Context: an optimization exercise on an open-source flow, tuned for small area, a short achievable clock period and few clock cycles per item. The choices shown serve that exercise and are no tape-out recipe.
In this exercise RTL edits were held to simulation tests only and were not proved equivalent to the original.
Power figures rest on the tool's default switching activity, not on a simulated workload.

==> design.v <==
module acc_correlator (
    input  wire        clk,
    input  wire        rst,              
    input  wire        cfg_valid,
    output wire        cfg_ready,
    input  wire [2:0]  cfg_op,
    input  wire [63:0] cfg_code,         
    input  wire [7:0]  cfg_len,
    input  wire [31:0] cfg_value,
    input  wire        cfg_detect_inv,
    input  wire        in_valid,
    output wire        in_ready,
    input  wire        in_bit,
    output wire        out_valid,
    output wire [2:0]  out_data,
    output wire        idle,
    output wire        configured,
    output wire        invert,
    output wire [5:0]  status,
    output wire        irq,
    output wire [15:0] bit_count,
    output wire [15:0] ambig_count,
    output wire [15:0] last_ambig_bit
);
    localparam [2:0] OP_RESET          = 3'd0;
    localparam [2:0] OP_CONFIG         = 3'd1;
    localparam [2:0] OP_SET_CODE       = 3'd2;
    localparam [2:0] OP_SET_THRESHOLD  = 3'd3;
    localparam [2:0] OP_SET_DETECT_INV = 3'd4;
    localparam [2:0] OP_CLEAR_STATUS   = 3'd5;
    localparam [2:0] OP_SET_IRQ_EN     = 3'd6;
    reg [63:0] data_reg;
    reg [63:0] flag_reg;
    reg [63:0] invert_reg;
    reg [63:0] code;             
    reg [6:0]  len;              
    reg [6:0]  thr;              
    reg        detect_inv;
    reg        invert_q;
    reg        configured_q;
    reg        full_q;           
    reg [15:0] bit_count_q;
    reg [15:0] ambig_count_q;
    reg [15:0] last_ambig_bit_q;
    reg        st_illegal, st_invalid, st_ambig;
    reg        ie_illegal, ie_invalid, ie_ambig;
    reg        irq_q;
    reg [7:0]  k2;               
    reg        step_d;           
    reg        amb_d;
    reg        in_rdy_q, cfg_rdy_q;
    reg        step_q;           
    reg        bit_q;
    reg        out_valid_q;
    reg [2:0]  out_data_q;
    reg        idle_q;
    localparam NG = 7;
    reg [3:0]  ca_s, cb_s;
    reg [4:1]  ca_c, cb_c;
    reg [3:0]  g6;
    wire bit_acc = in_valid & in_rdy_q;
    wire cmd_acc = cfg_valid & cfg_rdy_q;
    reg [7:0]  hi_gt;            
    reg [7:0]  hi_eq;            
    reg [6:0]  lo_gt;            
    reg [63:0] mask;
    integer j;
    always @(*) begin
        for (j = 0; j < 8; j = j + 1)
            hi_eq[j] = (len[6:3] == j[3:0]);
        for (j = 0; j < 8; j = j + 1)
            hi_gt[j] = (len[6] != 1'b0) | ((len[5:3] > j[2:0]) & (j < 7));
        for (j = 0; j < 7; j = j + 1)
            lo_gt[j] = (len[2:0] > j[2:0]);
        for (j = 0; j < 64; j = j + 1)
            mask[j] = hi_gt[(63 - j) >> 3] |
                      (hi_eq[(63 - j) >> 3] & (((63 - j) & 7) == 7 ? 1'b0 : lo_gt[(63 - j) & 7]));
    end
    function [3:0] pop9(input [8:0] x);
        reg s0, c0, s1, c1, s2, c2, b0, k0, t1, k1, b1, k2;
        begin
            s0 = x[0] ^ x[1] ^ x[2]; c0 = (x[0] & x[1]) | (x[2] & (x[0] ^ x[1]));
            s1 = x[3] ^ x[4] ^ x[5]; c1 = (x[3] & x[4]) | (x[5] & (x[3] ^ x[4]));
            s2 = x[6] ^ x[7] ^ x[8]; c2 = (x[6] & x[7]) | (x[8] & (x[6] ^ x[7]));
            b0 = s0 ^ s1 ^ s2;       k0 = (s0 & s1) | (s2 & (s0 ^ s1));
            t1 = c0 ^ c1 ^ c2;       k1 = (c0 & c1) | (c2 & (c0 ^ c1));
            b1 = t1 ^ k0;            k2 = t1 & k0;
            pop9 = {k1 & k2, k1 ^ k2, b1, b0};
        end
    endfunction
    function [15:0] csa(input [7:0] a, input [7:0] b, input [7:0] c);
        reg [7:0] sm, cy;
        begin
            sm = a ^ b ^ c;
            cy = (a & b) | (c & (a ^ b));
            csa = {sm, cy[6:0], 1'b0};
        end
    endfunction
    function top7(input [7:0] a, input [7:0] b, input cin);
        reg [6:0] g, p;
        reg [6:0] g1, p1, g2, p2, g3;
        integer i;
        begin
            g = a[6:0] & b[6:0];
            p = a[6:0] ^ b[6:0];
            g[0] = g[0] | (p[0] & cin);
            for (i = 0; i < 7; i = i + 1) begin
                g1[i] = (i >= 1) ? g[i] | (p[i] & g[i-1]) : g[i];
                p1[i] = (i >= 1) ? p[i] & p[i-1] : p[i];
            end
            for (i = 0; i < 7; i = i + 1) begin
                g2[i] = (i >= 2) ? g1[i] | (p1[i] & g1[i-2]) : g1[i];
                p2[i] = (i >= 2) ? p1[i] & p1[i-2] : p1[i];
            end
            for (i = 0; i < 7; i = i + 1)
                g3[i] = (i >= 4) ? g2[i] | (p2[i] & g2[i-4]) : g2[i];
            top7 = a[7] ^ b[7] ^ g3[6];
        end
    endfunction
    wire       e0 = (data_reg[0] ^ code[0]) & mask[0];
    wire [15:0] l1s = csa({4'd0, ca_s}, {3'd0, ca_c, 1'b0}, {4'd0, cb_s});
    wire [15:0] l1n = csa({3'd0, cb_c, 1'b0}, {4'd0, g6}, {1'b0, ~thr});
    wire [15:0] l1i = csa({3'd0, cb_c, 1'b0}, {4'd0, g6}, k2);
    wire [15:0] l2n = csa(l1s[15:8], l1s[7:0], l1n[15:8]);
    wire [15:0] l2i = csa(l1s[15:8], l1s[7:0], l1i[15:8]);
    wire [15:0] rn  = csa(l2n[15:8], l2n[7:0], l1n[7:0]);
    wire [15:0] ri  = csa(l2i[15:8], l2i[7:0], l1i[7:0]);
    wire       m_n = ~top7(rn[15:8], rn[7:0], e0);                
    wire       m_i = top7(ri[15:8], ri[7:0], e0);                 
    function [4:0] outcome(input mn, input mi, input p, input det, input b);
        reg mt, mv, nx;
        begin
            mt = p ? mi : mn;
            mv = det & (p ? mn : mi);
            nx = p ? ~(mt & ~mv) : (mv & ~mt);
            outcome = {b ^ nx, nx, mt | mv, mv, mt & mv};
        end
    endfunction
    wire [4:0] oc00 = outcome(1'b0, 1'b0, invert_q, detect_inv, bit_q);
    wire [4:0] oc01 = outcome(1'b0, 1'b1, invert_q, detect_inv, bit_q);
    wire [4:0] oc10 = outcome(1'b1, 1'b0, invert_q, detect_inv, bit_q);
    wire [4:0] oc11 = outcome(1'b1, 1'b1, invert_q, detect_inv, bit_q);
    wire [4:0] oc = m_n ? (m_i ? oc11 : oc10) : (m_i ? oc01 : oc00);
    wire new_bit     = oc[4];
    wire invert_next = oc[3];
    wire flag_next   = oc[2];
    wire match_inv   = oc[1];
    wire ambiguous   = oc[0];
    wire [63:0] data_shift = step_q ? {data_reg[62:0], new_bit} : data_reg;
    wire [63:0] leaf = (data_shift ^ code) & mask;
    reg  [3:0]  gsum [0:NG-1];
    integer g;
    always @(*)
        for (g = 0; g < NG; g = g + 1)
            gsum[g] = pop9(leaf[9 * g + 1 +: 9]);
    wire [15:0] sa = csa({4'd0, gsum[0]}, {4'd0, gsum[1]}, {4'd0, gsum[2]});
    wire [15:0] sb = csa({4'd0, gsum[3]}, {4'd0, gsum[4]}, {4'd0, gsum[5]});
    wire len_ok    = (cfg_len <= 8'd64);
    wire c_reset   = cmd_acc & (cfg_op == OP_RESET);
    wire c_config  = cmd_acc & (cfg_op == OP_CONFIG) & len_ok;
    wire c_code    = cmd_acc & ((cfg_op == OP_CONFIG) | (cfg_op == OP_SET_CODE)) & len_ok;
    wire c_badlen  = cmd_acc & ((cfg_op == OP_CONFIG) | (cfg_op == OP_SET_CODE)) & ~len_ok;
    wire c_thr     = cmd_acc & ((cfg_op == OP_SET_THRESHOLD) | ((cfg_op == OP_CONFIG) & len_ok));
    wire c_det     = cmd_acc & ((cfg_op == OP_SET_DETECT_INV) | ((cfg_op == OP_CONFIG) & len_ok));
    wire c_clear   = cmd_acc & (cfg_op == OP_CLEAR_STATUS);
    wire c_irqen   = cmd_acc & (cfg_op == OP_SET_IRQ_EN);
    wire c_illegal = cmd_acc & (cfg_op == 3'd7);
    wire kill      = rst | c_reset;
    wire [6:0] thr_new = (|cfg_value[31:6]) ? 7'd64 : {1'b0, cfg_value[5:0]};
    wire configured_next = kill ? 1'b0 : (c_config ? 1'b1 : configured_q);
    wire in_rdy_next     = configured_next & ~(cfg_valid & ~cmd_acc);
    wire cfg_rdy_next    = ~in_rdy_next & ~bit_acc;
    wire full_now = full_q | bit_count_q[6] | (step_d & (&bit_count_q[5:0]));
    wire s_ill_n = ~kill & ((st_illegal & ~(c_clear & cfg_value[0])) | c_illegal);
    wire s_inv_n = ~kill & ((st_invalid & ~(c_clear & cfg_value[1])) | c_badlen);
    wire s_amb_n = ~kill & ((st_ambig | amb_d) & ~(c_clear & cfg_value[5]));
    wire ie_ill_n = ~kill & (c_irqen ? cfg_value[0] : ie_illegal);
    wire ie_inv_n = ~kill & (c_irqen ? cfg_value[1] : ie_invalid);
    wire ie_amb_n = ~kill & (c_irqen ? cfg_value[5] : ie_ambig);
    always @(posedge clk) begin
        in_rdy_q     <= ~rst & in_rdy_next;
        cfg_rdy_q    <= rst | cfg_rdy_next;
        step_q       <= ~rst & bit_acc;
        bit_q        <= in_bit;
        out_valid_q  <= ~rst & step_q;
        out_data_q   <= {invert_reg[63], flag_reg[63], data_reg[63]} & {3{full_now}};
        idle_q       <= ~bit_acc & ~step_q;
        configured_q <= configured_next;
        st_illegal <= s_ill_n;
        st_invalid <= s_inv_n;
        st_ambig   <= s_amb_n;
        ie_illegal <= ie_ill_n;
        ie_invalid <= ie_inv_n;
        ie_ambig   <= ie_amb_n;
        irq_q      <= (s_ill_n & ie_ill_n) | (s_inv_n & ie_inv_n) | (s_amb_n & ie_amb_n);
        ca_s <= sa[11:8];
        ca_c <= sa[4:1];
        cb_s <= sb[11:8];
        cb_c <= sb[4:1];
        g6   <= gsum[6];
        if (c_config)
            data_reg[63:1] <= 63'd0;
        else
            data_reg[63:1] <= data_shift[63:1];
        if (c_config)
            data_reg[0] <= 1'b0;
        else if (step_q)
            data_reg[0] <= new_bit;
        if (step_q) begin
            flag_reg   <= {flag_reg[62:0],   flag_next};
            invert_reg <= {invert_reg[62:0], match_inv};
        end
        if (kill | c_config)
            invert_q <= 1'b0;
        else if (step_q)
            invert_q <= invert_next;
        step_d <= ~rst & step_q;
        amb_d  <= ~rst & step_q & ambiguous;
        if (kill | c_config) begin
            bit_count_q      <= 16'd0;
            ambig_count_q    <= 16'd0;
            last_ambig_bit_q <= 16'd0;
        end else if (step_d) begin
            bit_count_q <= bit_count_q + 16'd1;
            if (amb_d) begin
                ambig_count_q    <= ambig_count_q + 16'd1;
                last_ambig_bit_q <= bit_count_q;
            end
        end
        k2 <= (thr >= len) ? 8'd128 : 8'd128 - {1'b0, len} + {1'b0, thr};
        if (c_config)
            full_q <= 1'b0;
        else
            full_q <= full_now;
        if (c_code) begin
            code <= cfg_code;
            len  <= cfg_len[6:0];
        end
        if (c_thr)
            thr <= thr_new;
        if (c_det)
            detect_inv <= cfg_detect_inv;
    end
    assign cfg_ready      = cfg_rdy_q;
    assign in_ready       = in_rdy_q;
    assign out_valid      = out_valid_q;
    assign out_data       = out_data_q;
    assign idle           = idle_q;
    assign configured     = configured_q;
    assign invert         = invert_q;
    assign status         = {st_ambig, 3'b000, st_invalid, st_illegal};
    assign irq            = irq_q;
    assign bit_count      = bit_count_q;
    assign ambig_count    = ambig_count_q;
    assign last_ambig_bit = last_ambig_bit_q;
endmodule
==> flow/run.sh <==
#!/bin/bash
# The standard layout (standard.sh: standard synthesis, floorplan, power
# grid, placement, CTS, routing), with three layout choices:
#  - each port still gets its own buffer, a plain buf_1 instead of the default
#    delay buffer;
#  - clock tree synthesis without dummy loads;
set -euo pipefail
MARGIN=${MARGIN:-6.8}
bash standard.sh \
  "BUFFER_PORTS_ARGS=-buffer_cell sky130_fd_sc_hd__buf_1" \
  "CTS_ARGS=-sink_clustering_enable -repair_clock_nets -dont_use_dummy_load -sink_clustering_size 20 -sink_clustering_max_diameter 70 -buf_list {sky130_fd_sc_hd__clkbuf_8 sky130_fd_sc_hd__clkbuf_16}" \
  "SETUP_SLACK_MARGIN=$MARGIN" "TNS_END_PERCENT=100" \
  finish > flow_standard.log 2>&1
==> standard.sh <==
#!/bin/bash
# synth_recipe.tcl (not shown) runs the flow's synth.tcl, then flattens the netlist and writes it again
# the make line also repeats each setting of config.mk as NAME=value (left out here)
make -C /OpenROAD-flow-scripts/flow DESIGN_CONFIG=/design/flow/config.mk WORK_HOME=/design/flow/orfs CLKGATE_MAP_FILE= SYNTH_SCRIPT=/design/flow/synth_recipe.tcl "${@:-finish}"
==> config.mk <==
export PLATFORM = sky130hd
export DESIGN_NAME = acc_correlator
export DESIGN_NICKNAME = acc_correlator
export VERILOG_FILES = /design/flow/design.v
export SDC_FILE = /design/flow/constraint.sdc
export NUM_CORES = 4
export LEC_CHECK = 0
export CAP_MARGIN = 20
export CORE_MARGIN = 2
export CORE_UTILIZATION = 60
export PLACE_DENSITY = 0.7
export SLEW_MARGIN = 20
==> constraint.sdc <==
create_clock -name core_clock -period 10.0 [get_ports {clk}]
set_input_delay 2.0000 -clock core_clock [delete_from_list [all_inputs] [get_ports {clk}]]
set_output_delay 2.0000 -clock core_clock [all_outputs]
set_load 0.01 [all_outputs]
==> results of run 1 <==
-- stage by stage --
stage,setup WS (ns),std cells,util (%),area [µm²]
finish,6.484,1815,73.88,19090
global route,6.293,1815,73.88,19090
CTS,6.428,1800,72.39,18700
detailed placement,5.493,1721,65.89,17030
global placement,5.596,1721,65.89,17030
floorplan,5.913,1246,-,16330
-- path summary, 6_finish.rpt --
kind                            cells past startpoint            to    startpoint
worst min register to register                      0  flag_reg[22]  flag_reg[21]
worst max-delay path                               13   data_reg[0]       cb_s[2]
worst min-delay path                                0  flag_reg[22]  flag_reg[21]
worst max register to register                     13   data_reg[0]       cb_s[2]
-- power breakdown --
part           switching [µW]  leakage, µW  internal (µW)
combinational             997      0.00340            883
clock                     447     0.000283            407
sequential                110      0.00311           1730
-- final cells by class --
class	instances	area [µm²]	share of cell area, %
Inverter	122	467.9	2.451
Sequential cell	367	9443	49.47
Tap cell	335	419.2	2.196
Multi-Input combinational cell	723	6651	34.84
Clock buffer	23	575.6	3.015
Timing Repair Buffer	245	1533	8.029
-- metal layers --
metal,routed length [µm],share of wire [%],up-vias,GRT usage [%]
li1,-,-,4655,-
met1,14110,43,4730,32.79
met2,15780,48,343,39.31
met3,1828,5.6,78,3.170
met4,1135,3.5,0,7.637
met5,0,0,-,0
-- layout by cell type, fill, tap and decap left out, types with 7 or more instances in the layout --
master,synthesis,routed
sky130_fd_sc_hd__nand4_1,9,9
sky130_fd_sc_hd__and3_1,10,9
sky130_fd_sc_hd__edfxtp_1,207,207
sky130_fd_sc_hd__clkbuf_16,0,25
sky130_fd_sc_hd__fa_2,0,21
sky130_fd_sc_hd__inv_1,120,96
sky130_fd_sc_hd__nor2_4,0,7
sky130_fd_sc_hd__mux2i_4,0,24
sky130_fd_sc_hd__inv_2,1,23
sky130_fd_sc_hd__and2_1,16,16
sky130_fd_sc_hd__xnor2_1,43,38
sky130_fd_sc_hd__o21ai_0,29,20
sky130_fd_sc_hd__buf_1,1,170
sky130_fd_sc_hd__fa_1,71,50
sky130_fd_sc_hd__o21ai_1,2,10
sky130_fd_sc_hd__mux2i_2,0,24
sky130_fd_sc_hd__ha_4,0,10
sky130_fd_sc_hd__a21oi_1,50,24
sky130_fd_sc_hd__ha_1,40,28
sky130_fd_sc_hd__nor2_1,144,133
sky130_fd_sc_hd__nand3_1,19,18
sky130_fd_sc_hd__xor2_1,55,54
sky130_fd_sc_hd__buf_4,7,49
sky130_fd_sc_hd__mux2i_1,70,22
sky130_fd_sc_hd__nand2_1,91,88
sky130_fd_sc_hd__dfxtp_1,160,145
sky130_fd_sc_hd__buf_16,0,8
sky130_fd_sc_hd__a21oi_2,1,25
sky130_fd_sc_hd__buf_12,0,9
sky130_fd_sc_hd__dfxtp_2,0,13
-- worst register-to-register path, stage by stage (launching register included) --
cell                       delay [ns]
sky130_fd_sc_hd__dfxtp_2         0.33
sky130_fd_sc_hd__fa_1            0.56
sky130_fd_sc_hd__inv_1           0.06
sky130_fd_sc_hd__fa_1            0.45
sky130_fd_sc_hd__fa_1            0.48
sky130_fd_sc_hd__inv_1           0.04
sky130_fd_sc_hd__ha_1            0.26
sky130_fd_sc_hd__and4b_1         0.19
sky130_fd_sc_hd__a21oi_2         0.17
sky130_fd_sc_hd__o221ai_4        0.17
sky130_fd_sc_hd__xnor2_2         0.20
sky130_fd_sc_hd__o21ai_1         0.16
sky130_fd_sc_hd__mux2i_1         0.20
sky130_fd_sc_hd__o311ai_1        0.11
-- cells by family (layout without fill, tap and decap cells) --
family | Yosys count | in the layout | synth area share (%)
xor gates and xnor gates | 99 | 99 | 5.572
adders and majority gates | 111 | 111 | 12.24
muxes | 70 | 70 | 4.464
AOI/OAI and AO/OA | 117 | 117 | 4.456
DFF | 367 | 367 | 60.00
other | 1 | 3 | 0.02389
buffers and inverters | 159 | 390 | 4.161
and+or+nand+nor | 320 | 323 | 9.079
-- synthesized netlist by cell type (all sizes together), types with 4 or more instances --
cell type / number / area share [%]
dfxtp: 160 / 20
xor2: 56 / 3.2
nand4: 9 / 0.36
fa: 71 / 9.1
nor2b: 4 / 0.16
a211oi: 8 / 0.38
edfxtp: 207 / 40
and2: 16 / 0.64
nor2: 144 / 3.4
and3: 10 / 0.40
o21ai: 31 / 0.99
mux2i: 70 / 4.5
inv: 121 / 2.9
xnor2: 43 / 2.4
buf: 27 / 1.0
nor3: 8 / 0.33
nand3: 19 / 0.61
nand2: 91 / 2.2
a21oi: 51 / 1.6
nor4: 8 / 0.32
ha: 40 / 3.2
o211ai: 6 / 0.29
clkbuf: 10 / 0.24
-- timing repair --
| item | 4_1_cts | 5_1_grt |
|---|---|---|
| setup buffers | 48 | 12 |
| endpoints found under the setup margin | 210 | 119 |
| pin swaps | 27 | 30 |
| gates cloned | 8 | 3 |
| resized for setup | 113 | 60 |
==> run summary, run 1 <==
The most numerous cell type found on the critical path is sky130_fd_sc_hd__fa_1. Highest clock rate: 0.2844 GHz. Setup repair after global routing could not meet its margin everywhere. Critical path endpoint category: a flop. The proportion of layout cells with a drive suffix above 1 was 20.00%. The tools report the latest clock arrival within the worst-skew pair as 0.54 ns. Power spread over the standard cell area amounts to 239.5 nW/µm². At the pin with the least slew margin, the transition time is 1.018 ns. Relative to the synthesized area, the layout overhead comes to 21.61%.

In this run, synthesis inferred 207 flip-flops with an integrated enable. In the routed design, unresolved DRC markers number 0. The startpoint type of the worst setup path is a flop. For the final sum of negative setup slack, the log shows 0 ns.

In this run the tightest slew margin relative to its limit is 32.12%. For this block, the routed nets add up to 32.86 mm of wire. For this design, the slowest cell found on the critical path is sky130_fd_sc_hd__fa_1. The first detailed-routing pass ran for 5 iterations.

For this run, the post-layout net count is 1706. The critical path is of the flop to flop type. The first global-routing pass estimated 51.58 mm of wire.

The via count of the first global-routing pass was 9850. The total of buffers placed on input and output ports came out at 173. In this design, the stage delay of the slowest critical-path cell is 0.56 ns. The kind of path behind the tightest hold check is flop to flop.

In this run the static leakage power is 0.006799 µW. The number of buffers and inverters on the critical path is 2. Overall power consumption after layout is estimated at 4572 µW. Setup violations remaining at the end of the flow were counted as 0. For the final database, setup skew stands at 0.04115 ns. The synthesized area per cell is 12.62 µm², and the post-synthesis instance total is 1244. The tools report the number of pins exceeding their max-slew limit in the final report as 0.

The cell class contributing the biggest share of worst-path delay is adder cells. Walking the worst path, the cells encountered are fa_1 -> inv_1 -> fa_1 -> fa_1 -> inv_1 -> ha_1 -> and4b_1 -> a21oi_2 -> o221ai_4 -> xnor2_2 -> o21ai_1 -> mux2i_1 -> o311ai_1. STA puts the critical path data arrival time at 3.91 ns. The tools report the endpoint required time on the critical path as 10.39 ns. The core region area is 25840 µm², and the average wire per standard cell is 18.10 µm.

The repair_antennas step left the layout with diodes totalling 0. The first-iteration detailed-routing DRC count is 633, and the final-layout worst hold slack is 0.4034 ns. The Yosys step of the flow raised 2 warnings. After clock tree synthesis, the clock-pin slew on the worst setup and hold paths is 0.08 ns. The number of max-cap violations came out at 0.

Entering global routing, the biggest net connects 87 pins. The floorplan step defined a die boundary enclosing 27470 µm². The count of nets left with antenna violations once routing finished came out at 0. The initial antenna violation count was 0. The initialized floorplan defines 59 standard-cell rows. The run gives 367 as the total clock sinks. The count of vias placed by the detailed router is 9806.

The sequential fraction of the synthesis area was 60.00%. The detail-routed via count per cell is 5.403, and the H-tree depth reported by CTS is 1. No sink is reached through more buffers than the 3 on the longest clock path. The initial utilization of the core area, before any placement, comes to 60.76%. Global routing finished with a remaining overflow of 0. The run gives 15700 µm² as the cell area after synthesis. Along the worst path, the maximum fanout reaches 3.

The run gives 53 as the count of unique library cells instantiated by Yosys. After synthesis the netlist holds a flip-flop and latch count of 367. TritonCTS built the clock tree. The final hold violation count is 0, and the peak supply drop is 169.9 µV. The logs give 23.65% for the global-route usage over all layers and 20.83 mm for the final HPWL from detailed placement. The setup check on the worst reg-to-reg path leaves a slack of 6.48 ns. Routability-driven placement finished with a final weighted congestion of 0.8376. The post-route clock period utilization is 35.16%. The flow ran to the end and the layout has no timing, DRC or antenna violations. The horizontal extent of the die is 165.8 µm. Clock tree synthesis selected as its root buffer the cell sky130_fd_sc_hd__clkbuf_16. Clock tree synthesis inserted a total of 23 buffers. The most used flip-flop cell after synthesis is sky130_fd_sc_hd__edfxtp_1.

The logs give 0 for the cts-stage hold buffer count and 177 for the number of I/O pins. After synthesis, the share of flip-flops with an asynchronous set or reset is 0%. The run gives 1703 as the layout filler cell count. The final critical path time including I/O delays and setup was 3.516 ns; the die height was 165.8 µm.
Testbench counts, summed over its fixed seeds: cycles 32,024, items 32,000.
==> inputs of run 2 (changes only) <==
--- a/flow/run.sh
+++ b/flow/run.sh
@@ -6,5 +6,5 @@
 #  - clock tree synthesis without dummy loads;
 set -euo pipefail
-MARGIN=${MARGIN:-6.8}
+MARGIN=${MARGIN:-6.6}
 bash standard.sh \
   "BUFFER_PORTS_ARGS=-buffer_cell sky130_fd_sc_hd__buf_1" \
==> run 2 against run 1 <==
Effect of this change:
- power shrank 2.2%
- synthesized cell count is the same
- sequential cell count is the same
- still clean
- highest routed layer unchanged
- sequential share of layout area grew 1.6 points
- design area shrank 3.2%
- global-route usage shrank 1.2 points
==> run summary, run 2 <==
Power spread over the standard cell area amounts to 242.0 nW/µm². At the pin with the least slew margin, the transition time is 0.7335 ns. For this run, design rule violations remaining after detail routing come to 0. CTS saw 367 sinks. In this run the clock root is driven by a sky130_fd_sc_hd__clkbuf_16. The floorplan has 59 rows. The flow ran to the end and the layout has no timing, DRC or antenna violations. The tools report the static leakage as 0.006678 µW. In the synthesized netlist, the number of instances is 1244. The share of the Yosys chip area taken by registers is 60.00%. No sink is reached through more buffers than the 3 on the longest clock path.

Between clock sinks in the finished design, the worst skew comes to 0.03384 ns. sky130_fd_sc_hd__edfxtp_1 is the most common cell in the netlist. Global routing used 22.48% of the available tracks across all layers.

After legalization and detailed placement, the total HPWL measured 20.53 mm. The full die area is 27470 µm², and the final critical path time including I/O delays and setup is 3.614 ns. After global routing the overflow that remains totals 0. The layout filler cell count is 1838, and the peak supply drop is 164.9 µV. The tools report the count of unique library cells instantiated by Yosys as 53. Entering global routing, the biggest net connects 79 pins.

The horizontal extent of the die is 165.8 µm. At the end of routability-driven placement, the weighted congestion stood at 0.8921. The kind of path behind the tightest hold check is flop to flop. The depth of the worst register-to-register path works out to 13. After clock tree synthesis, the flow added hold-fix buffers numbering 0. For the data arrival at the endpoint of the critical path, the log shows 4.01 ns.

The later pin in the worst-skew pair is clocked with a latency of 0.52 ns. Critical path endpoint category: a flop. Of the cells placed in the final design, the portion with a size suffix greater than 1 is 14.86%.

During I/O placement, the number of pins put on the boundary was 177. The run gives 0 as the diode insertion count for antenna repair. The final critical path takes up 36.14% of the cycle. Setup repair after global routing could not meet its margin everywhere. The total of buffers placed on input and output ports came out at 173.

The first TritonRoute pass finished after 5 iterations. The initial antenna violation count was 0. TritonCTS built the clock tree. In the synthesized netlist, the cells that appear most often are sky130_fd_sc_hd__edfxtp_1 (207), sky130_fd_sc_hd__dfxtp_1 (160), sky130_fd_sc_hd__nor2_1 (144). Category of the critical setup timing path: flop to flop.

Library cell occupying the most area in the post-synthesis netlist: sky130_fd_sc_hd__edfxtp_1. The routed layout has 9603 vias. In this run, synthesis inferred 207 flip-flops with an integrated enable. The detailed router finished its first iteration with 594 violations. In this run the standard cell core region covers 25840 µm². The synthesized netlist occupies a cell area of 15700 µm². Counting the buffers created by CTS gives 23.

The tools report the number of nets in the finished design as 1693. Counting instances, the worst hold path has a depth of 0. Data on the critical path is required at its endpoint by 10.40 ns. The run gives 0 as the final hold violation count. The register bit total from synthesis is 367, and the fraction of registers with async set/reset is 0%. Across the run, the number of max-cap violations was 0.

The portion of synthesized cell area occupied by the leading cell type came out at 39.60%. In this run the cell area measured after placement is 16950 µm². For the number of warnings reported in the yosys synthesis log, the log shows 2. By area the synthesized netlist is led by sky130_fd_sc_hd__edfxtp_1 (40%), sky130_fd_sc_hd__dfxtp_1 (20%), sky130_fd_sc_hd__fa_1 (9.1%). The multi-input logic area came out at 6218 µm². The synthesized area per cell came out at 12.62 µm². Once the floorplan was initialized, standard cells occupied 60.76% of the core.

Clock-pin slew was measured on the worst setup and hold paths at 0.08 ns. The tools report the number of pins exceeding their max-slew limit in the final report as 0. The predominant post-synthesis flop cell was sky130_fd_sc_hd__edfxtp_1. The finished cells cover 18480 µm².

Detail-routed via count per cell: 5.329. The run gives 31.72 mm as the sum of routed wire length over all layers. The average wire per standard cell was 17.60 µm; the via count of the first global-routing pass was 9550.

In the layout the commonest cells are sky130_fd_sc_hd__edfxtp_1 (207), sky130_fd_sc_hd__buf_1 (173), sky130_fd_sc_hd__dfxtp_1 (154). The headroom to the max-slew limit is 51.10%. Maximum fanout encountered on the critical timing path: 3. The run gives 0 as the total setup violations reported at the end of the flow.

The H-tree depth reported by CTS was 1; the die height was 165.8 µm. The number of nets with antenna violations after detailed routing was 0; the final sum of negative setup slack was 0 ns. Across the whole layout, storage elements account for 9429 µm². The startpoint type of the worst setup path was a flop. The highest clock rate was 0.2767 GHz. The first global-routing pass estimated 48.97 mm of wire.

From synthesis to final layout, the design area changed by 17.73%. Leaving out fill and tap cells, the most frequent cell in the layout is sky130_fd_sc_hd__edfxtp_1.
[run 2: area by class of cell]
type / instances / area share (%)
clock buffers: 23 / 3.114
inverters: 122 / 2.559
flip-flops and latches: 367 / 51.02
multi-input cells: 720 / 33.65
well taps: 335 / 2.268
repair buffers: 235 / 7.393
[run 2: critical path: stages (launching register included)]
cell and delay, ns:
sky130_fd_sc_hd__dfxtp_1 0.37, sky130_fd_sc_hd__fa_1 0.52, sky130_fd_sc_hd__inv_2 0.04, sky130_fd_sc_hd__fa_1 0.50
sky130_fd_sc_hd__fa_1 0.50, sky130_fd_sc_hd__inv_1 0.04, sky130_fd_sc_hd__ha_1 0.25, sky130_fd_sc_hd__and4b_1 0.19
sky130_fd_sc_hd__a21oi_2 0.19, sky130_fd_sc_hd__o221ai_4 0.18, sky130_fd_sc_hd__xnor2_2 0.21, sky130_fd_sc_hd__o21ai_2 0.16
sky130_fd_sc_hd__mux2i_1 0.21, sky130_fd_sc_hd__o311ai_1 0.12
[run 2: timing repair]
item,4_1_cts,5_1_grt
setup buffers,27,26
cloned,4,2
pin swaps,16,28
endpoints found under the hold margin,0,0
endpoints found under the setup margin,189,64
gates resized for setup,32,57
[run 2: per-layer routing]
metal | share of wire (%) | global-route usage (%) | vias up | wire length, µm
met4 | 3.1 | 7.259 | 0 | 988
met1 | 41 | 29.62 | 4660 | 13090
met3 | 5.0 | 3.122 | 61 | 1573
li1 | - | - | 4609 | -
met2 | 51 | 38.95 | 273 | 16070
met5 | 0 | 0 | - | 0
[run 2: report_power, final]
part	leakage [µW]	internal, µW	total (µW)	switching [µW]
Clock	0.000283	408	854	446
Sequential	0.00311	1730	1810	84.5
Combinational	0.00329	823	1810	984
[run 2: cells by family after synthesis]
family,after synthesis,synth area share [%]
xor+xnor,99,5.572
fa+ha+maj,111,12.24
compound gates,117,4.456
simple gates,320,9.079
flops,367,60.00
buf+inv,159,4.161
other cells,1,0.02389
mux,70,4.464
[run 2: path summary, 6_finish.rpt]
check	startpoint	endpoint	slack, ns
setup / recovery	g6[2]	data_reg[0]	6.39
hold / removal	flag_reg[27]	flag_reg[28]	0.42
setup reg to reg	g6[2]	data_reg[0]	6.39
hold reg to reg	flag_reg[27]	flag_reg[28]	0.42
[run 2: through the flow]
step                total power, µW  hold WS (ns)  worst slack, ns  util, %  instances
global placement               3402        0.4013            5.755    65.59       1720
global route                   4842        0.4239            6.264    71.53       1802
detailed placement             3481        0.4045            5.674    65.59       1720
floorplan                      3036        0.4003            5.913        -       1246
finish                         4473        0.4184            6.386    71.53       1802
CTS                            4431        0.4188            6.344    69.79       1774
==> inputs of run 3 (changes only) <==
--- a/flow/run.sh
+++ b/flow/run.sh
@@ -6,5 +6,5 @@
 #  - clock tree synthesis without dummy loads;
 set -euo pipefail
-MARGIN=${MARGIN:-6.6}
+MARGIN=${MARGIN:-6.4}
 bash standard.sh \
   "BUFFER_PORTS_ARGS=-buffer_cell sky130_fd_sc_hd__buf_1" \
==> run 3 against run 2 <==
Effect of this change:
- global-route usage down 0.46 points
- still clean
- utilization down 2.1 points
- sequential share of layout area up 1.5 points
- maximum frequency up 1.5%
- non-clock buffer count down 27
- via count down 2.1%
- synthesized area unchanged
- sequential cell count unchanged
- design area down 2.9%
- critical path type unchanged
==> run summary, run 3 <==
Of the total synthesized cell area, the portion taken by full adders, half adders and majority gates is 12.24%. Summing over every cut layer, the via total after detailed routing is 9401. The wire length of the first global-routing pass was 48.43 mm; the number of max-cap violations was 0. Sequential cells account for 40.8% of the total power. The detailed router finished its first iteration with 642 violations. After filler insertion, the fill cell instance count of the layout stands at 1873.

The area of all sequential standard cells was 9428 µm²; the largest stage delay on the critical path was 0.65 ns. In this run the power density over the cells is 247.8 nW/µm². After Yosys synthesis, XOR and XNOR cells account for 5.571% of the synthesized area. In this run the most critical hold path is launched from flag_reg[3]. Setup violations remaining at the end of the flow were counted as 0. Total internal power: 2958 µW. The highest-delay cell along the critical path is sky130_fd_sc_hd__edfxtp_1. Across all register-to-register paths, the minimum setup slack is 6.44 ns. The number of clock buffers added by TritonCTS is 23. The synthesized netlist devotes 4.456% of its cell area to compound gates. The switching share of power was 33.45%; the final weighted congestion in routability-driven placement was 0.8504. The tools report the initial antenna violation count as 0. The number of different library cells used by synthesis comes to 53. The cell area after synthesis came out at 15700 µm².

The number of nets with antenna violations after detailed routing is 0, and the number of pins exceeding their max-slew limit in the final report is 0. The average wire per standard cell came out at 16.76 µm. Cell class contributing the biggest share of worst-path delay: adder cells. Counting flops with an async set or reset pin after synthesis yields a share of 0%. Per report_power, the combinational group accounts for 39.9% of the total. TritonCTS built the clock tree. The worst hold path belongs to the class flop to flop. The logs give 9574 for the via count of the first global-routing pass and 0 for the cts-stage hold buffer count. Die height: 165.8 µm. The critical register-to-register path startpoint was len[0]. The synthesized design spends more area on one cell type than any other, namely sky130_fd_sc_hd__edfxtp_1.

STA classifies the critical path startpoint as a flop. Cell depth of the worst hold path: 0. For this run, design rule violations remaining after detail routing come to 0. The total clock sinks was 367. Walking the worst path, the cells encountered are nor2_1 -> nor2_2 -> nand2_1 -> nand2_1 -> nand2_1 -> fa_2 -> fa_1 -> inv_1 -> ha_2 -> inv_1 -> fa_1 -> inv_1. The tools report the total global routing overflow as 0. The critical path endpoint category was a flop. Global-route usage over all layers: 22.02%. Ranked by total cell area, the synthesized netlist is headed by sky130_fd_sc_hd__edfxtp_1 (40%), sky130_fd_sc_hd__dfxtp_1 (20%), sky130_fd_sc_hd__fa_1 (9.1%). The number of iterations in the first detailed-routing pass is 5. In the final layout, the share of cells above drive strength 1 is 11.67%. The tools report the data arrival at the endpoint of the critical path as 3.95 ns. Ranked by instance count, the synthesized netlist is headed by sky130_fd_sc_hd__edfxtp_1 (207), sky130_fd_sc_hd__dfxtp_1 (160), sky130_fd_sc_hd__nor2_1 (144). Leaving out fill and tap cells, the most frequent cells in the layout are sky130_fd_sc_hd__edfxtp_1 (207), sky130_fd_sc_hd__buf_1 (173), sky130_fd_sc_hd__dfxtp_1 (155).

The layout overhead on the synthesized area works out to 14.29%. The synthesized area per cell works out to 12.62 µm². The dominant combinational cell family by area after synthesis is adder cells. Peak supply drop: 173.6 µV. The flow ran to the end and the layout has no timing, DRC or antenna violations. After detailed routing, the number of vias per cell comes to 5.296. The logs give 0.006469 µW for the static leakage and 34.17% for the headroom to the max-slew limit.

The number of buffers between clock root and the deepest sink is 3. The number of antenna diodes in the final layout is 0. Setup repair after global routing could not meet its margin everywhere. The final sum of negative setup slack was 0 ns; the final critical path time including I/O delays and setup was 3.560 ns.

The row count is 59, and the number of I/O pins is 177. The post-route clock period utilization was 35.60%; the endpoint required time on the critical path was 10.39 ns. The maximum fanout encountered on the critical timing path was 8; the total of buffers placed on input and output ports was 173. Measured against the total synthesized area, the mux share comes to 4.464%. The most frequent cell after synthesis was sky130_fd_sc_hd__edfxtp_1.

End point of the most critical hold path: flag_reg[4]. The final HPWL from detailed placement is 20.87 mm. The setup skew after layout is 0.04097 ns, and the H-tree depth reported by CTS is 1. The tools report the library cell used as clock root buffer as sky130_fd_sc_hd__clkbuf_16. The latest clock arrival within the worst-skew pair was 0.54 ns; the fraction of the core area covered by cells at the end of the flow was 69.44%. The register bit total from synthesis came out at 367. The library cell used most frequently in the layout, excluding fill and tap cells, is sky130_fd_sc_hd__edfxtp_1. The tools report the sum of routed wire length over all layers as 29.74 mm. The floorplan step defined a core boundary enclosing 25840 µm².

The highest clock rate is 0.2809 GHz, and the portion of synthesized cell area occupied by the leading cell type is 39.60%. The run gives 19.2% as the portion of total power attributed to the clock network. The logs give 0.3956 ns for the final-layout worst hold slack and 1487 µW for the switching power of the nets. Summing the areas of all and, or, nand and nor instances in the mapped netlist gives 9.079% of the synthesized area.

The floorplan step set the die width to 165.8 µm. Depth of the worst register-to-register path: 12. Summing internal, switching and leakage power gives 4445 µW.

The endpoint identified for the worst register-to-register timing path is cb_s[1]. Counting both buffers and inverters, the worst setup path holds a total of 3. The transition time of the tightest slew-check pin was 0.9875 ns. The number of synthesized flops with an enable pin was 207; the final hold violation count was 0. The initial utilization of the core area, before any placement, comes to 60.76%. In the final layout, the multi-input gates occupy 6075 µm².

The critical path is of the flop to flop type. The predominant post-synthesis flop cell is sky130_fd_sc_hd__edfxtp_1. After technology mapping, the gate count stands at 1244. Clock-pin slew was measured on the worst setup and hold paths at 0.08 ns.

For the number of warnings reported in the yosys synthesis log, the log shows 2. The die covers 27470 µm². Entering global routing, the biggest net connects 86 pins.

At the end of the flow, the number of nets in the layout was 1666. Of the synthesized area, sequential elements account for 60.00%.
-- run 3: power groups by stage --
stage / logic, µW / clock network [µW] / registers, µW
final: 1780 / 856 / 1810
after global routing: 2070 / 933 / 1830
after CTS: 1750 / 883 / 1820
after detailed placement: 1630 / 0 / 1850
after global placement: 1560 / 0 / 1840
after floorplan: 1200 / 0 / 1820
-- run 3: cell type report --
cell class                      count  share of cell area [%]
Sequential cell                   367                   52.55
Multi-Input combinational cell    720                   33.86
Timing Repair Buffer              208                   5.489
Clock buffer                       23                   3.208
Inverter                          122                   2.559
Tap cell                          335                   2.336
-- run 3: kinds of logic after synthesis --
kind of cell / Yosys count
and+or+nand+nor: 320
DFF: 367
other: 1
adders and majority gates: 111
buffers and inverters: 159
muxes: 70
xor gates and xnor gates: 99
AOI/OAI and AO/OA: 117
-- run 3: metal layers --
layer / part of all wire (%) / wire length [µm] / vias to the layer above / GRT usage, %
met4: 2.9 / 869 / 0 / 6.314
met1: 43 / 12660 / 4581 / 29.08
met3: 4.1 / 1215 / 50 / 2.908
li1: - / - / 4554 / -
met5: 0 / 0 / - / 0
met2: 50 / 15000 / 216 / 38.57
-- run 3: per-stage QoR --
stage / setup WS [ns] / area, µm² / std cells
3_5_place_dp: 5.482 / 16930 / 1721
3_3_place_gp: 5.589 / 16930 / 1721
2_1_floorplan: 5.913 / 16160 / 1246
4_1_cts: 6.418 / 17820 / 1766
5_1_grt: 6.344 / 17940 / 1775
6_report: 6.440 / 17940 / 1775
-- run 3: how the worst max path moves through the flow --
stage | endpoint | slack, ns | depth (start not counted) | from
6_report | cb_s[1] | 6.44 | 12 | len[0]
5_1_grt | invert_reg[0] | 6.34 | 13 | cb_s[2]
4_1_cts | data_reg[0] | 6.42 | 14 | thr[1]
3_5_place_dp | cb_s[2] | 5.48 | 11 | step_q
3_3_place_gp | ca_s[2] | 5.59 | 11 | step_q
2_1_floorplan | cb_s[2] | 5.91 | 10 | step_q
-- run 3: repair_timing --
item	CTS	global route
endpoints found under the hold margin	0	0
gates cloned	1	0
setup buffers	21	9
gates resized for setup	30	14
pin swaps	19	10
setup endpoints to repair	26	58
-- run 3: worst register-to-register path, cell delays in order (launching register included) --
cell and delay [ns]:
sky130_fd_sc_hd__edfxtp_1 0.65, sky130_fd_sc_hd__nor2_1 0.18, sky130_fd_sc_hd__nor2_2 0.47, sky130_fd_sc_hd__nand2_1 0.10
sky130_fd_sc_hd__nand2_1 0.09, sky130_fd_sc_hd__nand2_1 0.08, sky130_fd_sc_hd__fa_2 0.40, sky130_fd_sc_hd__fa_1 0.50
sky130_fd_sc_hd__inv_1 0.05, sky130_fd_sc_hd__ha_2 0.30, sky130_fd_sc_hd__inv_1 0.05, sky130_fd_sc_hd__fa_1 0.52
sky130_fd_sc_hd__inv_1 0.04
==> inputs of run 4 (changes only) <==
--- a/flow/run.sh
+++ b/flow/run.sh
@@ -6,5 +6,5 @@
 #  - clock tree synthesis without dummy loads;
 set -euo pipefail
-MARGIN=${MARGIN:-6.4}
+MARGIN=${MARGIN:-6.0}
 bash standard.sh \
   "BUFFER_PORTS_ARGS=-buffer_cell sky130_fd_sc_hd__buf_1" \
==> run 4 against run 3 <==
Effect of this change:
- final cell count is 1.6% lower
- clock power is 2% higher
- critical path depth down 3
- maximum frequency down 7.0%
- largest power group unchanged
- setup slack worse by 0.27 ns
- combinational power decreased by 11%
- first-iteration DRC count is 7.2% higher
- via count fell by 1.7%
- power down 4.0%
- register-to-register slack worse by 0.27 ns
- design area fell by 2.1%
==> run summary, run 4 <==
Of the post-synthesis cell area, the dominant cell type holds 39.60%. The logs give 1638 for the number of nets in the finished design and 0.54 ns for the latest clock arrival within the worst-skew pair. The biggest area contributor in the post-synthesis netlist is sky130_fd_sc_hd__edfxtp_1.

For this run, asynchronously set or reset flops after synthesis account for 0%. The worst setup path is of the flop to flop kind. After clock tree synthesis, the clock-pin slew on the worst setup and hold paths is 0.07 ns. The number of pins exceeding their max-slew limit in the final report is 0.

After detailed placement, the design holds a cell count of 1723. The number of nets with antenna violations after detailed routing came out at 0. Yosys attributes the largest share of cell area to sky130_fd_sc_hd__edfxtp_1 (40%), sky130_fd_sc_hd__dfxtp_1 (20%), sky130_fd_sc_hd__fa_1 (9.1%). Counting every instance in the synthesized netlist gives 1244. The tools report the critical path capture point as cb_s[2]. Setup repair after global routing left no endpoint under its margin.

The post-route clock period utilization was 38.29%. The first-iteration detailed-routing DRC count is 688, and the global-route usage over all layers is 20.80%. The flow ran to the end and the layout has no timing, DRC or antenna violations. The logs give 0 for the number of max-cap violations and 20.59 mm for the final HPWL from detailed placement. The layout overhead on the synthesized area was 11.88%.

The register bit total from synthesis was 367; the total clock buffers created by CTS was 24. Internal power comes to 2854 µW. Total DRC errors in the routed layout: 0.

The critical register-to-register path startpoint is len[6]. The non-filler instance count after layout is 1747, and the H-tree depth reported by CTS is 1. The tools report the sequential fraction of the synthesis area as 60.00%. Leaving out fill and tap cells, the most frequent cell in the layout is sky130_fd_sc_hd__edfxtp_1. Across all layers, the routed design uses 9240 vias.

Once layout is complete, the utilization of the core stands at 67.98%. Input and output buffers added on the ports amount to 173. The setup skew after layout was 0.03483 ns. STA classifies the critical path endpoint as a flop. The floorplan step set the die height to 165.8 µm. Setup slack on the worst reg-to-reg path comes out at 6.17 ns. Routability-driven placement finished with a final weighted congestion of 0.8705.

The die is 165.8 µm wide. Averaged over all synthesized cells, the footprint is 12.62 µm². The origin of the worst setup path is len[6]. The full die area was 27470 µm².

The number of synthesized flops with an enable pin was 207; the initial antenna violation count was 0. Depth of the worst register-to-register path: 9. The min-delay analysis places its worst path in the category flop to flop. STA classifies the critical path startpoint as a flop. Sequential cells burn 42.5% of the power. In the synthesized netlist, the cells that appear most often are sky130_fd_sc_hd__edfxtp_1 (207), sky130_fd_sc_hd__dfxtp_1 (160), sky130_fd_sc_hd__nor2_1 (144). Derived from the worst setup path, the maximum achievable clock frequency is 0.2611 GHz. The total area inside the core boundary comes to 25840 µm².

Cell area after synthesis: 15700 µm². The worst register-to-register path ends at cb_s[2]. Setup violations remaining at the end of the flow were counted as 0. The switching power of the nets was 1411 µW; the total clock sinks was 367. Predominant post-synthesis flop cell: sky130_fd_sc_hd__edfxtp_1.

The sum of routed wire length over all layers is 28.93 mm. The headroom to the max-slew limit was 40.56%. Most frequent cell after synthesis: sky130_fd_sc_hd__edfxtp_1. The number of warnings reported in the yosys synthesis log was 2; the wire length of the first global-routing pass was 46.07 mm. Hold timing on the final database bottoms out at a slack of 0.4029 ns. After routing, the total negative slack on setup checks comes to 0 ns. Number of buffers between clock root and the deepest sink: 3. The number of iterations in the first detailed-routing pass is 5. The cts-stage hold buffer count is 0. Net switching is 33.08% of the power.

The tools report the starting density of the core as 60.76%. The via count of the first global-routing pass was 9124. Per report_power, the combinational group accounts for 37.1% of the total. The worst path in the final design needs a cycle of 3.829 ns, including I/O delays and setup. The post-route netlist has 7.720% of its cells at a drive strength greater than 1.

The analysis attributes to cell leakage a power of 0.006307 µW. The logs give 0 for the final hold violation count and 78 for the pin count of the biggest net entering global routing. The tools report the library cell used as clock root buffer as sky130_fd_sc_hd__clkbuf_16. The total overflow left after global routing is 0. The number of I/O pins came out at 177.

The floorplan has 59 rows. Dividing total power by cell area gives a power density of 242.8 nW/µm². The top cell types in the final layout, fill and taps aside, are sky130_fd_sc_hd__edfxtp_1 (207), sky130_fd_sc_hd__buf_1 (173), sky130_fd_sc_hd__dfxtp_1 (159).

At the worst endpoint, the required time is 10.38 ns. Dividing the detail-routed via count by the number of cells gives 5.289. The number of post-CTS setup repair buffers is 0. At the pin with the least slew margin, the transition time is 0.8916 ns. The clock network burns 20.5% of the power. In this run the worst path has a maximum fanout of 15. IR analysis of the VDD net gives a maximum drop of 176.1 µV.

Placed standard-cell area: 16930 µm². Data arrives at the worst endpoint at 4.21 ns. The logs give 17560 µm² for the final standard cell area without fillers and 53 for the count of unique library cells instantiated by Yosys. TritonCTS built the clock tree. The average wire per standard cell was 16.56 µm; the diode insertion count for antenna repair was 0.
## run 4: cell types whose count changed in the layout (fill, tap and decap cells not counted), sizes merged
cell,change
bufbuf,-1
clkbuf,+1
buf,-28
## run 4: cell type report
| cell class | instances | area, µm² |
|---|---|---|
| multi-input cells | 720 | 5956 |
| flip-flops and latches | 367 | 9423 |
| clock buffers | 24 | 600.6 |
| repair buffers | 179 | 706.9 |
| fillers | 1944 | 8274 |
| inverters | 122 | 457.9 |
| well taps | 335 | 419.2 |
## run 4: metal layers
metal,share of wire (%),wire [µm],global-route usage [%],up-vias
li1,-,-,-,4494
met2,50,14470,35.72,209
met5,0,0,0,-
met4,2.5,726,5.255,0
met3,4.2,1227,3.551,51
met1,43,12510,27.85,4486
## run 4: through the flow
stage / power, µW / setup WS, ns
3_3_place_gp: 3356 / 5.938
4_1_cts: 4309 / 6.093
5_1_grt: 4627 / 6.009
3_5_place_dp: 3422 / 5.852
6_report: 4265 / 6.171
2_1_floorplan: 3004 / 5.913
## run 4: kinds of logic after synthesis
kind of cell	Yosys count	share of synthesized area, %
compound gates	117	4.456
xor+xnor	99	5.572
fa+ha+maj	111	12.24
buf+inv	159	4.161
flops	367	60.00
mux	70	4.464
other cells	1	0.02389
simple gates	320	9.079
## run 4: worst min path at each step
stage	end	startpoint	depth (start not counted)
6_report	flag_reg[2]	flag_reg[1]	0
5_1_grt	flag_reg[19]	flag_reg[18]	0
4_1_cts	flag_reg[2]	flag_reg[1]	0
3_5_place_dp	flag_reg[2]	flag_reg[1]	0
3_3_place_gp	flag_reg[19]	flag_reg[18]	0
2_1_floorplan	flag_reg[10]	flag_reg[9]	0
## run 4: critical path: stages (launching register included)
cell                       delay [ns]
sky130_fd_sc_hd__edfxtp_1        0.77
sky130_fd_sc_hd__inv_1           0.33
sky130_fd_sc_hd__nand2_1         0.33
sky130_fd_sc_hd__a21oi_2         0.15
sky130_fd_sc_hd__a211oi_1        0.31
sky130_fd_sc_hd__fa_1            0.50
sky130_fd_sc_hd__fa_2            0.40
sky130_fd_sc_hd__ha_4            0.18
sky130_fd_sc_hd__ha_4            0.24
sky130_fd_sc_hd__fa_1            0.49
## run 4: power by group through the flow
| stage | clock [µW] | combinational [µW] | sequential (µW) |
|---|---|---|---|
| 2_1_floorplan | 0 | 1180 | 1820 |
| 3_3_place_gp | 0 | 1510 | 1850 |
| 3_5_place_dp | 0 | 1580 | 1850 |
| 4_1_cts | 905 | 1590 | 1810 |
| 5_1_grt | 953 | 1850 | 1820 |
| 6_report | 874 | 1580 | 1810 |
## run 4: timing repair
action	4_1_cts	5_1_grt
pin swaps	0	1
endpoints found under the setup margin	6	7
resized for setup	3	8
==> inputs of run 5 (changes only) <==
==> flow/run.sh (replaced) <==
#!/bin/bash
# The standard layout (standard.sh: standard synthesis, floorplan, power
# grid, placement, CTS, routing), with three layout choices:
#  - each port still gets its own buffer, a plain buf_1 instead of the default
#    delay buffer;
#  - clock tree synthesis without dummy loads;
set -euo pipefail
MARGIN=${MARGIN:-6.8}
bash standard.sh \
  "BUFFER_PORTS_ARGS=-buffer_cell sky130_fd_sc_hd__buf_1" \
  "CTS_ARGS=-sink_clustering_enable -repair_clock_nets -dont_use_dummy_load -sink_clustering_size 16 -sink_clustering_max_diameter 60 -buf_list {sky130_fd_sc_hd__clkbuf_8 sky130_fd_sc_hd__clkbuf_16}" \
  "SETUP_SLACK_MARGIN=$MARGIN" "TNS_END_PERCENT=100" \
  finish > flow_standard.log 2>&1
==> run 5 against run 4 <==
Effect of this change:
- critical path type unchanged
- wire length increased by 20%
- global-route usage is 3.2 points higher
- still clean
- power increased by 13%
- highest routed layer unchanged
- critical endpoint is now data_reg[0]
==> run summary, run 5 <==
The most common cell after layout, fill and taps aside is sky130_fd_sc_hd__edfxtp_1. Synthesized-area fraction occupied by and/or/nand/nor cells: 9.079%. For the post-synthesis instance total, the log shows 1244. The via count of the first global-routing pass was 10010; the sum of routed wire length over all layers was 34.70 mm. The logs give 0 ns for the final sum of negative setup slack and 3 for the number of buffers between clock root and the deepest sink.

Counting I/O delays and the setup requirement, the final critical path takes 3.547 ns. In the final layout, flip-flops and latches occupy 9442 µm². The number of nets in the finished design was 1723. The min-delay analysis places its worst path in the category flop to flop.

The root buffer cell chosen for the clock tree is sky130_fd_sc_hd__clkbuf_16. The predominant post-synthesis flop cell was sky130_fd_sc_hd__edfxtp_1. After layout, the worst path uses 35.47% of the clock period. The logs give 60.76% for the starting density of the core and 0 for the diode insertion count for antenna repair. The dominant combinational cell family by area after synthesis is adder cells. The total area inside the core boundary comes to 25840 µm².

After detailed routing, the number of remaining DRC violations is 0. Headroom to the max-slew limit came out at 34.21%. The tools report the multi-input logic area as 6863 µm². At the worst endpoint, the arrival time is 3.98 ns. The global-route usage over all layers was 24.04%. For the H-tree depth reported by CTS, the log shows 1. The first global-routing pass estimated 52.40 mm of wire. The clock transition time at the flip-flop clock pins of the worst setup and hold paths works out to 0.07 ns. Dividing total power by cell area gives a power density of 247.7 nW/µm².

Final hold violation count: 0. The tools report the number of warnings reported in the yosys synthesis log as 2. The routed layout has 10000 vias. Of the post-synthesis cell area, the part taken by muxes is 4.464%. The die is 165.8 µm wide. For the sequential fraction of the synthesis area, the log shows 60.00%. The synthesized design devotes to its leading area cell type 39.60% of total area.

The startpoint type of the worst setup path is a flop. In this run the remaining antenna-violating nets after routing total 0. STA classifies the critical path endpoint as a flop. Yosys instantiated no cell more often than sky130_fd_sc_hd__edfxtp_1.

Between clock sinks in the finished design, the worst skew comes to 0.02622 ns. Timing analysis after detailed placement gives a worst setup slack of 5.493 ns. IR analysis of the VDD net gives a maximum drop of 162.1 µV.

The total of buffers placed on input and output ports was 173; the area fraction in compound gates after synthesis was 4.456%. The run finished with no timing, DRC or antenna violations. For the total clock sinks, the log shows 367. The tools report the initial antenna violation count as 0. Detail-routed via count per cell: 5.460.

By area the synthesized netlist is led by sky130_fd_sc_hd__edfxtp_1 (40%), sky130_fd_sc_hd__dfxtp_1 (20%), sky130_fd_sc_hd__fa_1 (9.1%). For the first-iteration detailed-routing DRC count, the log shows 881. The row count is 59, and the number of pins exceeding their max-slew limit in the final report is 0. For the pin with the worst max-slew slack, the measured transition is 0.9869 ns.

The run gives 15700 µm² as the cell area after synthesis. Setup repair after global routing could not meet its margin everywhere. Setup violations remaining at the end of the flow were counted as 0. The area growth from synthesis to layout is 24.37%. TritonCTS built the clock tree. Setup slack on the critical path of the routed design comes to 6.453 ns. The number of synthesized flops with an enable pin came out at 207. During I/O placement, the number of pins put on the boundary was 177.

Entering global routing, the biggest net connects 87 pins. Of the total synthesized cell area, the portion taken by XOR and XNOR cells is 5.571%. Timing would allow up to 0.2819 GHz.

The die is 165.8 µm tall. The fraction of registers with async set/reset was 0%. The adder and majority gate portion of the synthesized area was 12.24%. The static leakage was 0.006927 µW.

After filler insertion, the fill cell instance count of the layout stands at 1629. The number of clock buffers added by TritonCTS is 30. The top cell types in the final layout, fill and taps aside, are sky130_fd_sc_hd__edfxtp_1 (207), sky130_fd_sc_hd__buf_1 (170), sky130_fd_sc_hd__dfxtp_1 (146). For this run, the detailed router's first-pass iteration total came to 5. The full die area is 27470 µm², and the number of max-cap violations is 0. The synthesized area per cell was 12.62 µm². The congestion estimate from routability-driven global placement came to 0.8376. Latest clock arrival within the worst-skew pair: 0.56 ns.

The library cell occupying the most area in the post-synthesis netlist is sky130_fd_sc_hd__edfxtp_1. At the worst endpoint, the required time is 10.43 ns. By count the netlist is led by sky130_fd_sc_hd__edfxtp_1 (207), sky130_fd_sc_hd__dfxtp_1 (160), sky130_fd_sc_hd__nor2_1 (144).

The average wire per standard cell works out to 18.94 µm. The category of the critical setup timing path was flop to flop. The maximum fanout encountered on the critical timing path is 3, and the register bit total from synthesis is 367.

The proportion of layout cells with a drive suffix above 1 is 22.78%, and the total global routing overflow is 0. The final HPWL from detailed placement was 20.83 mm. After synthesis, the netlist uses 53 different library cells.
==> run 5: changes by cell type in the layout (fill, tap and decap cells not counted), sizes merged <==
cell and change:
bufbuf +1, inv -1, clkbuf +9, buf +71, nand2b +4, clkinvlp +1
==> run 5: kinds of logic (layout without fill, tap and decap cells) <==
kind of cell	after synthesis	in the layout
XOR/XNOR	99	99
multiplexers	70	70
adder cells (fa/ha/maj)	111	111
buffers and inverters	159	406
other	1	3
AND/OR/NAND/NOR	320	324
flip-flops	367	367
AO/OA/AOI/OAI	117	117
==> run 5: worst max-delay path, cell delays in order, from the launching register on <==
cell,delay [ns]
sky130_fd_sc_hd__dfxtp_2,0.35
sky130_fd_sc_hd__inv_2,0.04
sky130_fd_sc_hd__fa_2,0.58
sky130_fd_sc_hd__inv_2,0.04
sky130_fd_sc_hd__fa_1,0.42
sky130_fd_sc_hd__inv_2,0.07
sky130_fd_sc_hd__fa_1,0.42
sky130_fd_sc_hd__inv_2,0.08
sky130_fd_sc_hd__ha_4,0.19
sky130_fd_sc_hd__and4b_1,0.18
sky130_fd_sc_hd__a21oi_2,0.20
sky130_fd_sc_hd__o221ai_4,0.18
sky130_fd_sc_hd__xnor2_2,0.19
sky130_fd_sc_hd__o21ai_1,0.16
sky130_fd_sc_hd__mux2i_1,0.20
sky130_fd_sc_hd__o311ai_1,0.11
==> run 5: final cells by class <==
class | instances | area share, %
sequential | 367 | 48.36
multi-input combinational | 724 | 35.15
timing repair buffer | 254 | 8.068
clock buffer | 30 | 3.845
inverter | 122 | 2.429
tap | 335 | 2.147
==> run 5: what timing repair did <==
action | in CTS | in global routing
cloned | 9 | 4
endpoints found under the setup margin | 206 | 175
pin swaps | 31 | 56
setup buffers | 42 | 26
hold buffers | 0 | 0
resized for setup | 107 | 111
==> run 5: power by group <==
part | switching, µW | leakage, µW | internal [µW]
logic | 1060 | 0.00344 | 926
registers | 120 | 0.00311 | 1730
clock network | 475 | 0.000370 | 524
total | 1660 | 0.00693 | 3180
==> run 5: stage by stage <==
step	cells	power, µW	cell area (µm²)	hold WS, ns	util, %
3_5_place_dp	1721	3496	17030	0.4045	65.89
3_3_place_gp	1721	3443	17030	0.4018	65.89
6_report	1832	4837	19520	0.4048	75.56
2_1_floorplan	1246	3045	16330	0.4003	-
5_1_grt	1832	5211	19520	0.4151	75.56
4_1_cts	1802	4620	18810	0.4070	72.78
==> run 5: routing by layer <==
metal / vias to the layer above / GRT usage, % / wire length (µm)
li1: 4690 / - / -
met1: 4823 / 32.32 / 14370
met2: 377 / 39.67 / 16730
met3: 113 / 3.837 / 2152
met4: 0 / 9.641 / 1455
met5: - / 0 / 0
==> run 5: path summary, 6_finish.rpt <==
path,startpoint,end,slack (ns),cells after the start
worst min-delay path,invert_reg[45],invert_reg[46],0.40,0
worst min register to register,invert_reg[45],invert_reg[46],0.40,0
worst max-delay path,ca_s[1],data_reg[0],6.45,15
worst max register to register,ca_s[1],data_reg[0],6.45,15
==> inputs of run 6 (changes only) <==
--- a/design.v
+++ b/design.v
@@ -31,6 +31,7 @@
     localparam [2:0] OP_SET_IRQ_EN     = 3'd6;
     reg [63:0] data_reg;
-    reg [63:0] flag_reg;
+    reg [63:0] flag_reg;         
     reg [63:0] invert_reg;
+    reg        flag_d, minv_d;   
     reg [63:0] code;             
     reg [6:0]  len;              
@@ -184,5 +185,7 @@
         bit_q        <= in_bit;
         out_valid_q  <= ~rst & step_q;
-        out_data_q   <= {invert_reg[63], flag_reg[63], data_reg[63]} & {3{full_now}};
+        out_data_q   <= {step_d ? invert_reg[62] : invert_reg[63],
+                         step_d ? flag_reg[62]   : flag_reg[63],
+                         data_reg[63]} & {3{full_now}};
         idle_q       <= ~bit_acc & ~step_q;
         configured_q <= configured_next;
@@ -207,7 +210,9 @@
         else if (step_q)
             data_reg[0] <= new_bit;
-        if (step_q) begin
-            flag_reg   <= {flag_reg[62:0],   flag_next};
-            invert_reg <= {invert_reg[62:0], match_inv};
+        flag_d <= flag_next;
+        minv_d <= match_inv;
+        if (step_d) begin
+            flag_reg   <= {flag_reg[62:0],   flag_d};
+            invert_reg <= {invert_reg[62:0], minv_d};
         end
         if (kill | c_config)
==> flow/run.sh (replaced) <==
#!/bin/bash
# The standard layout (standard.sh: standard synthesis, floorplan, power
# grid, placement, CTS, routing), with three layout choices:
#  - each port still gets its own buffer, a plain buf_1 instead of the default
#    delay buffer;
#  - clock tree synthesis without dummy loads;
#  - timing repair aimed at a larger setup margin;
set -euo pipefail
MARGIN=${MARGIN:-6.4}
bash standard.sh \
  "BUFFER_PORTS_ARGS=-buffer_cell sky130_fd_sc_hd__buf_1" \
  "CTS_ARGS=-sink_clustering_enable -repair_clock_nets -dont_use_dummy_load -sink_clustering_size 20 -sink_clustering_max_diameter 70 -buf_list {sky130_fd_sc_hd__clkbuf_8 sky130_fd_sc_hd__clkbuf_16}" \
  "ADDER_MAP_FILE=" "SETUP_SLACK_MARGIN=$MARGIN" "TNS_END_PERCENT=100" \
  finish > flow_standard.log 2>&1
==> run 6 against run 5 <==
Effect of this change:
- clock power fell by 9.3%
- global-route usage decreased by 0.20 points
- setup slack lost 0.054 ns
- utilization decreased by 6.2 points
- final cell count rose by 11%
- sequential power about the same
- clock-buffer cell count fell by 5
- clock skew grew 0.023 ns
==> run summary, run 6 <==
The flow ran to the end and the layout has no timing, DRC or antenna violations. The count of nets left with antenna violations once routing finished came out at 0. The tools report the critical path capture point as data_reg[0].

The via count of the first global-routing pass was 10230; the total of buffers placed on input and output ports was 173. For the finished layout, the period the worst path requires is 3.601 ns. The headroom to the max-slew limit is 45.51%. The worst hold path belongs to the class flop to flop.

The initial antenna violation count is 2. The most frequent cell after synthesis was sky130_fd_sc_hd__edfxtp_1. STA classifies the critical path startpoint as a flop.

The synthesized area per cell is 11.27 µm². The capture point of the worst reg-to-reg path is data_reg[0]. Clock transition time at the flip-flop clock pins of the worst setup and hold paths: 0.08 ns. The post-route met1 wirelength is 15.88 mm, and the slack of the critical path is 6.399 ns. The number of I/O pins is 177.

The power density over the cells is 274.5 nW/µm², and the proportion of layout cells with a drive suffix above 1 is 8.675%. From synthesis to final layout, the design area changed by 12.98%. Row generation in the floorplan step produced 60 rows. At the end of the flow the core is filled with cells to 69.33%. By count the netlist is led by sky130_fd_sc_hd__edfxtp_1 (207), sky130_fd_sc_hd__nor2_1 (180), sky130_fd_sc_hd__dfxtp_1 (162).

The sum of routed wire length over all layers was 35.21 mm. Synthesis handed over a netlist of 1476 instances. Critical register-to-register path startpoint: ca_c[3]. The post-route clock period utilization works out to 36.01%.

Summing all flip-flop and latch instances after layout gives 9478 µm². In this run the register-to-register setup slack is 6.40 ns. The top cell types in the final layout, fill and taps aside, are sky130_fd_sc_hd__edfxtp_1 (207), sky130_fd_sc_hd__nor2_1 (177), sky130_fd_sc_hd__buf_1 (173). Number of max-cap violations: 0.

The worst setup path is of the flop to flop kind. The horizontal extent of the die works out to 170.5 µm. The floorplan step defined a core boundary enclosing 27100 µm². The number of clock buffers added by TritonCTS is 25.

The run gives 65 as the pin count of the biggest net entering global routing. The run gives 6 as the number of iterations in the first detailed-routing pass. Setup repair after global routing could not meet its margin everywhere.

The longest clock path from root to sink contains 3 buffers. The logs give 2 for the number of warnings reported in the yosys synthesis log and 369 for the total clock sinks. Detailed placement finished with a half-perimeter wire length of 23.15 mm. The tools report the count of vias placed by the detailed router as 11310. Across the VDD grid, the largest voltage drop is 200.1 µV.

Once the floorplan was initialized, standard cells occupied 61.36% of the core. The cell sitting at the root of the clock tree is a sky130_fd_sc_hd__clkbuf_16. TritonCTS built the clock tree. The run gives 0 ns as the final sum of negative setup slack.

The floorplan step defined a die boundary enclosing 29060 µm². In the post-synthesis netlist, the biggest area contributors are sky130_fd_sc_hd__edfxtp_1 (37%), sky130_fd_sc_hd__dfxtp_1 (20%), sky130_fd_sc_hd__xnor2_1 (8.3%). The worst setup path is captured at a flop. After filler insertion, the fill cell instance count of the layout stands at 2045. For the static leakage, the log shows 0.006225 µW. Setup skew after layout: 0.04939 ns. OpenSTA, run right after detailed placement, puts the worst setup slack at 5.011 ns. The first routing iteration left 827 violations. At the pin with the least slew margin, the transition time is 0.8060 ns. Global routing used 23.84% of the available tracks.

Along the worst path, the maximum fanout reaches 4. The highest metal layer with signal wires was met4. In this run, synthesis inferred 207 flip-flops with an integrated enable. For the H-tree depth reported by CTS, the log shows 1. The most used flip-flop cell after synthesis is sky130_fd_sc_hd__edfxtp_1. After the last flow step, the layout net total stands at 1775. For the worst-skew pair, the clock arrives at the later sink with an insertion delay of 0.55 ns. The library cell occupying the most area in the post-synthesis netlist was sky130_fd_sc_hd__edfxtp_1. The library cell used most frequently in the layout, excluding fill and tap cells, is sky130_fd_sc_hd__edfxtp_1.

For the worst flop-to-flop path, the logic depth is 11. The first global-routing pass estimated 54.10 mm of wire. Using the TritonRoute via totals, the vias-per-cell ratio works out to 5.559. In the final layout, the multi-input gates occupy 6994 µm².
run 6: changes by cell type after synthesis, moves of 37 or more:
| cell | delta |
|---|---|
| sky130_fd_sc_hd__fa_1 | -71 |
| sky130_fd_sc_hd__ha_1 | -40 |
| sky130_fd_sc_hd__inv_1 | -91 |
| sky130_fd_sc_hd__maj3_1 | +45 |
| sky130_fd_sc_hd__nand2_1 | +37 |
| sky130_fd_sc_hd__xnor2_1 | +115 |
run 6: timing repair:
action / CTS / global route
pin swaps: 15 / 17
buffers inserted: 19 / 21
hold buffers: 0 / 0
setup endpoints to repair: 105 / 45
gates cloned: 2 / 1
gates resized for setup: 28 / 24
run 6: cell families (layout without fill, tap and decap cells):
logic type               after synthesis  count (layout)  synth area share (%)
buffers and inverters                 95             275                 2.370
XOR/XNOR                             228             228                 13.08
adder cells (fa/ha/maj)               47              47                 2.844
other                                  1               5               0.02255
AND/OR/NAND/NOR                      436             438                 11.71
flip-flops                           369             369                 56.88
AO/OA/AOI/OAI                        229             229                 8.826
multiplexers                          71              71                 4.274
run 6: through the flow:
stage	instances	instance area [µm²]	hold slack, ns	power, µW
final	2034	18790	0.4118	5157
after global routing	2032	18780	0.4237	5433
after CTS	2010	18500	0.4134	5000
after detailed placement	1964	17550	0.3983	3996
after global placement	1964	17550	0.3963	3954
after floorplan	1478	16660	0.3855	3590
run 6: how the worst min path moves through the flow:
stage                     end      startpoint  cells past startpoint  slack (ns)
3_5_place_dp      flag_reg[0]          flag_d                      0        0.40
3_3_place_gp      flag_reg[0]          flag_d                      0        0.40
4_1_cts        invert_reg[34]  invert_reg[33]                      0        0.41
5_1_grt        invert_reg[28]  invert_reg[27]                      0        0.42
6_report       invert_reg[34]  invert_reg[33]                      0        0.41
2_1_floorplan     flag_reg[0]          flag_d                      0        0.39
run 6: layout make-up:
class | instances | share of cell area, %
diodes | 2 | 0.02664
clock buffers | 25 | 3.330
inverters | 29 | 0.5794
multi-input cells | 1016 | 37.23
flip-flops and latches | 369 | 50.45
well taps | 372 | 2.477
repair buffers | 221 | 5.914
run 6: report_power, final:
group,leakage [µW],switching [µW],internal (µW),total (µW)
clock,0.000308,465,441,906
combinational,0.00269,1290,1130,2410
sequential,0.00323,108,1730,1840
total,0.00623,1860,3300,5160
run 6: routing by layer:
| layer | vias to the layer above | global-route usage, % |
|---|---|---|
| li1 | 5539 | - |
| met3 | 58 | 3.674 |
| met1 | 5329 | 34.41 |
| met2 | 381 | 38.25 |
| met5 | - | 0 |
| met4 | 0 | 5.648 |
run 6: critical path, stage by stage, from the launching register on:
cell	delay, ns
sky130_fd_sc_hd__dfxtp_2	0.34
sky130_fd_sc_hd__xor3_2	0.48
sky130_fd_sc_hd__xnor3_2	0.52
sky130_fd_sc_hd__xnor2_4	0.20
sky130_fd_sc_hd__xor2_2	0.17
sky130_fd_sc_hd__o211ai_1	0.37
sky130_fd_sc_hd__a2111oi_2	0.13
sky130_fd_sc_hd__a2111o_1	0.48
sky130_fd_sc_hd__nor2_4	0.16
sky130_fd_sc_hd__and3b_1	0.20
sky130_fd_sc_hd__or4_1	0.40
sky130_fd_sc_hd__o311ai_1	0.08
Testbench counts of run 6, summed over its fixed seeds: cycles 32,024, items 32,000.

Setup slack of run 6, layout unchanged: 6.399 ns with ideal ports, 6.399 ns with driving cells assumed (clock clkbuf_16, inputs buf_2), 5.999 ns with port delays also shifted by the 0.579 ns mid clock arrival.
